Context: an optimization exercise on an open-source flow, tuned for small area, a short achievable clock period and few clock cycles per item. The choices shown serve that exercise and are no tape-out recipe. Function was checked by simulation only, so behaviour that the tests miss may differ from the original. Power and IR drop assume default switching activity.

job 7124:
==> flow/design.v (excerpt) <==
module dmac_prog_builder (
    input  wire        clk,
    input  wire        rst,
    input  wire        cmd_valid,
    output wire        cmd_ready,
    input  wire        cmd_zf,          
    input  wire [31:0] cmd_src,
    input  wire [31:0] cmd_dst,
    input  wire [31:0] cmd_size,
    input  wire [2:0]  cmd_bsz,
    input  wire [4:0]  cmd_blen,
    input  wire [2:0]  cmd_ssz,
    input  wire [5:0]  cmd_periph,
    input  wire [1:0]  cmd_kind,        
    input  wire        cmd_cache,
    input  wire        cmd_nonsecure,
    input  wire [31:0] cmd_buf_base,
    input  wire [31:0] cmd_buf_cap,
    output wire        wr_valid,
    input  wire        wr_ready,
    output wire [31:0] wr_addr,
    output wire [7:0]  wr_data,
    output reg         res_valid,
    output wire [1:0]  res_status,      
    output reg  [3:0]  res_cause,
    output wire [31:0] res_length,
    output wire [31:0] res_needed,
    output reg  [3:0]  res_residual
);
    localparam [3:0] I_SAR  = 4'd0;
    localparam [3:0] I_DAR  = 4'd1;
    localparam [3:0] I_FLP  = 4'd2;
    localparam [3:0] I_CCRB = 4'd3;
    localparam [3:0] I_LP1  = 4'd4;
    localparam [3:0] I_LP0  = 4'd5;
    localparam [3:0] I_BODY = 4'd6;
    localparam [3:0] I_LPE0 = 4'd7;
    localparam [3:0] I_LPE1 = 4'd8;
    localparam [3:0] I_CCRT = 4'd9;
    localparam [3:0] I_END  = 4'd10;
    localparam [3:0] I_DONE = 4'd11;
    localparam [1:0] P_FULL = 2'd0;      
    localparam [1:0] P_MID  = 2'd1;      
    localparam [1:0] P_LO   = 2'd2;      
    localparam [1:0] P_TAIL = 2'd3;      
    reg        idle;             
    reg        chk;              
    reg        run;              
    reg        verr;             
    reg        ovf;              
    reg        r_zf;
    reg [31:0] r_src, r_dst;
    reg [2:0]  r_bsz, r_ssz;
    reg [4:0]  r_blen;
    reg [4:0]  r_periph;
    reg        r_per5;
    reg [1:0]  r_kind;
    reg        r_cache, r_nonsecure;
    reg [31:0] room;             
    reg [31:0] q;
    reg [7:0]  rm;
    reg [4:0]  dcnt;             
    reg        ddone;            
    reg [6:0]  d3;               
    reg [3:0]  ip;
    reg [2:0]  bi;               
    reg [1:0]  ptype;
  ...
Settings: LEC_CHECK=0, CAP_MARGIN=20, CORE_MARGIN=2, CORE_UTILIZATION=40, CTS_BUF_LIST=sky130_fd_sc_hd__clkbuf_8, PLACE_DENSITY=0.75, SETUP_SLACK_MARGIN=5, SLEW_MARGIN=20; clock period 8.0 ns.
run.sh (not shown) runs the stock make flow with config.mk's settings and CLKGATE_MAP_FILE= SYNTH_SCRIPT=/design/flow/synth_recipe.tcl, a recipe that flattens the netlist after the stock synthesis.
Job 7124 completed; timing, DRC and antenna clean
Testbench counts of job 7124, summed over its fixed seeds: cycles 17,742, builds 384.
Here is what was changed in the inputs of job 8057 compared with job 7124.
# job 7124
export LEC_CHECK = 0
export CAP_MARGIN = 20
export CORE_MARGIN = 2
export CORE_UTILIZATION = 40
export CTS_BUF_LIST = sky130_fd_sc_hd__clkbuf_8
export PLACE_DENSITY = 0.75
export SETUP_SLACK_MARGIN = 5
export SLEW_MARGIN = 20
create_clock -name core_clock -period 8.0 [get_ports {clk}]
# job 8057
export LEC_CHECK = 0
export CAP_MARGIN = 20
export CORE_MARGIN = 2
export CORE_UTILIZATION = 40
export SETUP_SLACK_MARGIN = 4.5
export SLEW_MARGIN = 20
create_clock -name core_clock -period 8.0 [get_ports {clk}]
[summary]
Job 7124 reports its worst setup path endpoint as wr_addr[23] while job 8057 reports res_status[1]. Sequential share of layout area, job 7124 and job 8057: lower on job 7124. Combinational logic power sits lower in job 8057 than in job 7124. Higher clock buffer count in the final layout goes to job 7124 over job 8057. Measured against each other, job 7124 and job 8057 differ in post-route fraction of the period consumed by the critical path, the lower figure coming from job 7124.
What job 6133 does differently from job 8057 at the input level:
# job 8057
export LEC_CHECK = 0
export CAP_MARGIN = 20
export CORE_MARGIN = 2
export CORE_UTILIZATION = 40
export SETUP_SLACK_MARGIN = 4.5
export SLEW_MARGIN = 20
create_clock -name core_clock -period 8.0 [get_ports {clk}]
# job 6133
export LEC_CHECK = 0
export CAP_MARGIN = 20
export CORE_MARGIN = 2
export CORE_UTILIZATION = 40
export SLEW_MARGIN = 20
create_clock -name core_clock -period 8.0 [get_ports {clk}]
==> results.txt <==
Job 6133 finished all stages; the layout is clean. Maximum frequency (job 8057 / job 6133): 1.20. Total number of vias essentially unchanged between job 8057 and job 6133. Compared job 6133 vs job 8057, and global-route wire length before repair is down in job 6133. Compare job 6133 and job 8057 | post-route cell area higher: job 8057. Between job 6133 and job 8057, it is job 6133 whose routed length on met2 is lower, by 880 microns. Of job 6133 and job 8057, job 8057 shows the higher core utilization, with job 6133 below it. In the reports for job 6133 and job 8057, the smaller setup slack belongs to job 6133. Part of the power in the clock network: job 6133 vs job 8057 up 2.7 points. ovf as the timing startpoint of the critical path was reported by job 8057, and wr_ready by job 6133. Relative to job 8057, total stage count of the critical path increased by 7 in job 6133. Summary — combinational share of power, job 6133 relative to job 8057: lower, by 1.5 points.
[inputs] job 3061 vs job 6133
# job 6133
export LEC_CHECK = 0
export CAP_MARGIN = 20
export CORE_MARGIN = 2
export CORE_UTILIZATION = 40
export SLEW_MARGIN = 20
create_clock -name core_clock -period 8.0 [get_ports {clk}]
# job 3061
export LEC_CHECK = 0
export CAP_MARGIN = 20
export CORE_MARGIN = 2
export CORE_UTILIZATION = 40
export CTS_BUF_LIST = sky130_fd_sc_hd__clkbuf_8
export GPL_TIMING_DRIVEN = 0
export SETUP_SLACK_MARGIN = 5
export SLEW_MARGIN = 20
create_clock -name core_clock -period 8.0 [get_ports {clk}]
Findings:
- Comparing job 3061 and job 6133, the higher share of total power in combinational logic was measured on job 3061.
- Job 3061 gives more total of cells resized after clock tree synthesis than job 6133 did.
- Of the two values seen for highest metal layer used by the detailed router, met4 was produced by job 6133 and met5 by job 3061.
- Lower diode insertion count for antenna repair among job 3061 and job 6133: job 6133
- The clock-buffer cell count in job 3061 sits 15 above the value recorded for job 6133.
- NOTE number of DRC markers in iteration 0 job 6133->job 3061 increased by a little under 10%
- Number of iterations in the first detailed-routing pass in job 3061 is 1 below job 6133.
- Via total after detailed routing of job 3061 exceeds that of job 6133 by a little under 10%.
- From job 6133 to job 3061 the numbers moved as follows: remaining max-slew budget at the tightest pin higher, worst setup slack higher.
What job 9073 does differently from job 3061 at the input level:
# job 3061
export LEC_CHECK = 0
export CAP_MARGIN = 20
export CORE_MARGIN = 2
export CORE_UTILIZATION = 40
export CTS_BUF_LIST = sky130_fd_sc_hd__clkbuf_8
export GPL_TIMING_DRIVEN = 0
export SETUP_SLACK_MARGIN = 5
export SLEW_MARGIN = 20
create_clock -name core_clock -period 8.0 [get_ports {clk}]
# job 9073
export LEC_CHECK = 0
export CAP_MARGIN = 20
export CORE_MARGIN = 2
export CORE_UTILIZATION = 40
export CTS_BUF_LIST = sky130_fd_sc_hd__clkbuf_8
export SETUP_SLACK_MARGIN = 5
export SLEW_MARGIN = 20
export TNS_END_PERCENT = 10
create_clock -name core_clock -period 8.0 [get_ports {clk}]
Results
- Summary: shortest period the worst path allows, job 9073 worse than job 3061
- Job 9073: first-iteration DRC count 12% above job 3061
- Job 3061 has higher post-CTS setup buffer count than job 9073.
- Going from job 3061 to job 9073, critical path depth decreased by 17 relative to the old numbers, final worst slack saw a decrease, number of buffers outside the clock class in the layout dropped 195, power went down by 120 uW.

red:
Starting RTL as in the previous note.
clock: 8.0 ns
lec_check: 0
cap_margin: 20
core_margin: 2
core_utilization: 40
cts_buf_list: sky130_fd_sc_hd__clkbuf_8
setup_slack_margin: 4.8
slew_margin: 20
Testbench counts of red, summed over its fixed seeds: cycles 17,742, builds 384.
Modified inputs, blue compared to red
diff --git a/flow/config.mk b/flow/config.mk
--- a/flow/config.mk
+++ b/flow/config.mk
@@ -9,5 +9,5 @@
 export CORE_MARGIN = 2
-export CORE_UTILIZATION = 40
+export CORE_UTILIZATION = 35
 export CTS_BUF_LIST = sky130_fd_sc_hd__clkbuf_8
-export SETUP_SLACK_MARGIN = 4.8
+export SETUP_SLACK_MARGIN = 5
 export SLEW_MARGIN = 20
==> comparison <==
- Diff red -> blue | power per standard cell area | down by a few percent
- Against red, the final cell area of blue is higher.
- Diff red -> blue: sequential cell area share went down 1.0 points; final total power moved up; wire length now sits higher.
Edits applied to the flow inputs when going from blue to green:
diff --git a/flow/config.mk b/flow/config.mk
--- a/flow/config.mk
+++ b/flow/config.mk
@@ -9,4 +9,4 @@
 export CORE_MARGIN = 2
-export CORE_UTILIZATION = 35
-export CTS_BUF_LIST = sky130_fd_sc_hd__clkbuf_8
+export CORE_UTILIZATION = 40
+export CTS_CLUSTER_SIZE = 30
 export SETUP_SLACK_MARGIN = 5
Share of power burned in the clock network is higher on green. Number of cells traversed by the worst register-to-register path in green is 1 below blue. In the metrics for blue and green, the one carrying the higher logic gate share of total power is blue. Relative to blue, highest achievable clock rate has decreased by 0.0040 GHz in green. Diff blue -> green | buffer count from post-CTS setup fixing | decrease of about 22%. Between blue and green, the sequential-cell power consumption figures differ only marginally. Summary — number of DRC markers after the initial detailed-route iteration, green relative to blue: lower, by 157. Re actual transition at the worst max-transition pin: green is 0.067 ns up on blue. Of blue and green, blue shows the higher area of placed instances, with green below it. NOTE wire length blue->green decreased by a few percent.
--- input diff green..orange ---
==> flow/flow/run.sh (new file) <==
#!/bin/bash
set -euo pipefail
sed 's/SETUP_SLACK_MARGIN=[0-9.]*/SETUP_SLACK_MARGIN=5.5/' standard.sh > standard_margin.sh
bash standard_margin.sh > standard.log 2>&1
==> flow/standard.sh (new file) <==
#!/bin/bash
# synth_recipe.tcl (not shown) runs the flow's synth.tcl, then flattens the netlist and writes it again
# the make line also repeats each setting of config.mk as NAME=value (left out here)
make -C /OpenROAD-flow-scripts/flow DESIGN_CONFIG=/design/flow/config.mk WORK_HOME=/design/flow/orfs CLKGATE_MAP_FILE= SYNTH_SCRIPT=/design/flow/synth_recipe.tcl "${@:-finish}"
diff --git a/flow/config.mk b/flow/config.mk
--- a/flow/config.mk
+++ b/flow/config.mk
@@ -10,3 +10,2 @@
 export CORE_UTILIZATION = 40
-export CTS_CLUSTER_SIZE = 30
 export SETUP_SLACK_MARGIN = 5
removed: flow/run.sh
--- outcome ---
Going from green to orange, power after layout up 11%, share of async-settable or async-resettable flops after synthesis shows no meaningful change, sequential cell area share fell by 4.1 points. orange vs green — layout buffering overhead excluding clock cells rose 5.8 points. Sort green and orange by part of the total power dissipated in combinational logic asc -> top: green. Portion of the layout cell area used by clock cells (orange over green): decrease, 0.54 points. On largest fanout on the critical path: between green and orange, it ends up lower for orange. Compared with green, orange shows multi-input logic area higher by about 17%. On orange: non-clock buffer count is 221 higher than what green gave. On orange: count of clock-buffer cells in the layout is 5 higher than what green gave. The final reports for orange and green show least setup slack across all paths after layout higher in the former.
Edits applied to the flow inputs when going from orange to purple:
==> flow/run.sh (new file) <==
#!/bin/bash
# synth_recipe.tcl (not shown) runs the flow's synth.tcl, then flattens the netlist and writes it again
# the make line also repeats each setting of config.mk as NAME=value (left out here)
make -C /OpenROAD-flow-scripts/flow DESIGN_CONFIG=/design/flow/config.mk WORK_HOME=/design/flow/orfs CLKGATE_MAP_FILE= SYNTH_SCRIPT=/design/flow/synth_recipe.tcl finish
diff --git a/flow/config.mk b/flow/config.mk
--- a/flow/config.mk
+++ b/flow/config.mk
@@ -10,2 +10,3 @@
 export CORE_UTILIZATION = 40
+export CTS_BUF_LIST = sky130_fd_sc_hd__clkbuf_8
 export SETUP_SLACK_MARGIN = 5
removed: flow/flow/run.sh
removed: flow/standard.sh
==> results.txt <==
- Reported for orange and purple, total number of placement rows turned out identical to the last digit.
- Changes observed in purple relative to orange: clock-cell share of area higher; routed via count went down; number of cells after detailed placement did not really move; worst-case clock buffer depth ~0 delta; clock power share did not really move.
- Looking at critical path class, the in2reg result is from orange; the reg2out one comes from purple.
- orange has a higher combinational group share of total power than purple.
- purple ended with less static leakage than orange.

==> separate check: timing with driven ports <==
The results above use ideal ports. As a check the final layouts listed here were re-extracted and re-timed, cells and wires unchanged. Step 1 sets driving cells, clkbuf_16 on the clock port and buf_2 on the other inputs (assumed; they add their load-dependent delay and slew). Step 2 times the ports against the registers' clock, not the clock port: input delays grow and output delays shrink by t, the midpoint of the rising clock arrivals with the driver on. Three values: ideal ports, drivers, drivers and shift; two values: the first two.
run	t (ns)	slack for setup (ns)	worst setup path at the end	worst register clock-pin slew, ns	cell pins on the clock port's net
job 7124	0.681	4.956 / 4.908 / 4.361	input to register	0.07 / 0.07	1
job 8057	0.633	4.539 / 4.483 / 3.996	input to register	0.06 / 0.06	1
job 6133	0.631	3.856 / 3.827 / 3.195	input to register	0.06 / 0.06	1
job 3061	0.671	4.937 / 4.913 / 4.325	input to register	0.07 / 0.07	1
job 9073	0.678	4.755 / 4.701 / 4.160	input to register	0.07 / 0.07	1
red	0.684	4.811 / 4.807 / 4.158	input to register	0.07 / 0.07	1
blue	0.689	4.998 / 4.995 / 4.344	input to register	0.07 / 0.07	1
green	0.599	4.962 / 4.934 / 4.405	input to register	0.06 / 0.06	1
orange	0.601	5.059 / 5.067 / 4.486	input to register	0.06 / 0.06	1
purple	0.671	5.045 / 4.992 / 4.389	input to register	0.06 / 0.06	1
After both steps setup and hold are still met in every run listed. The setup slack of job 6133, which loses most, moves by -0.029 ns with the drivers and by -0.661 ns with both steps.
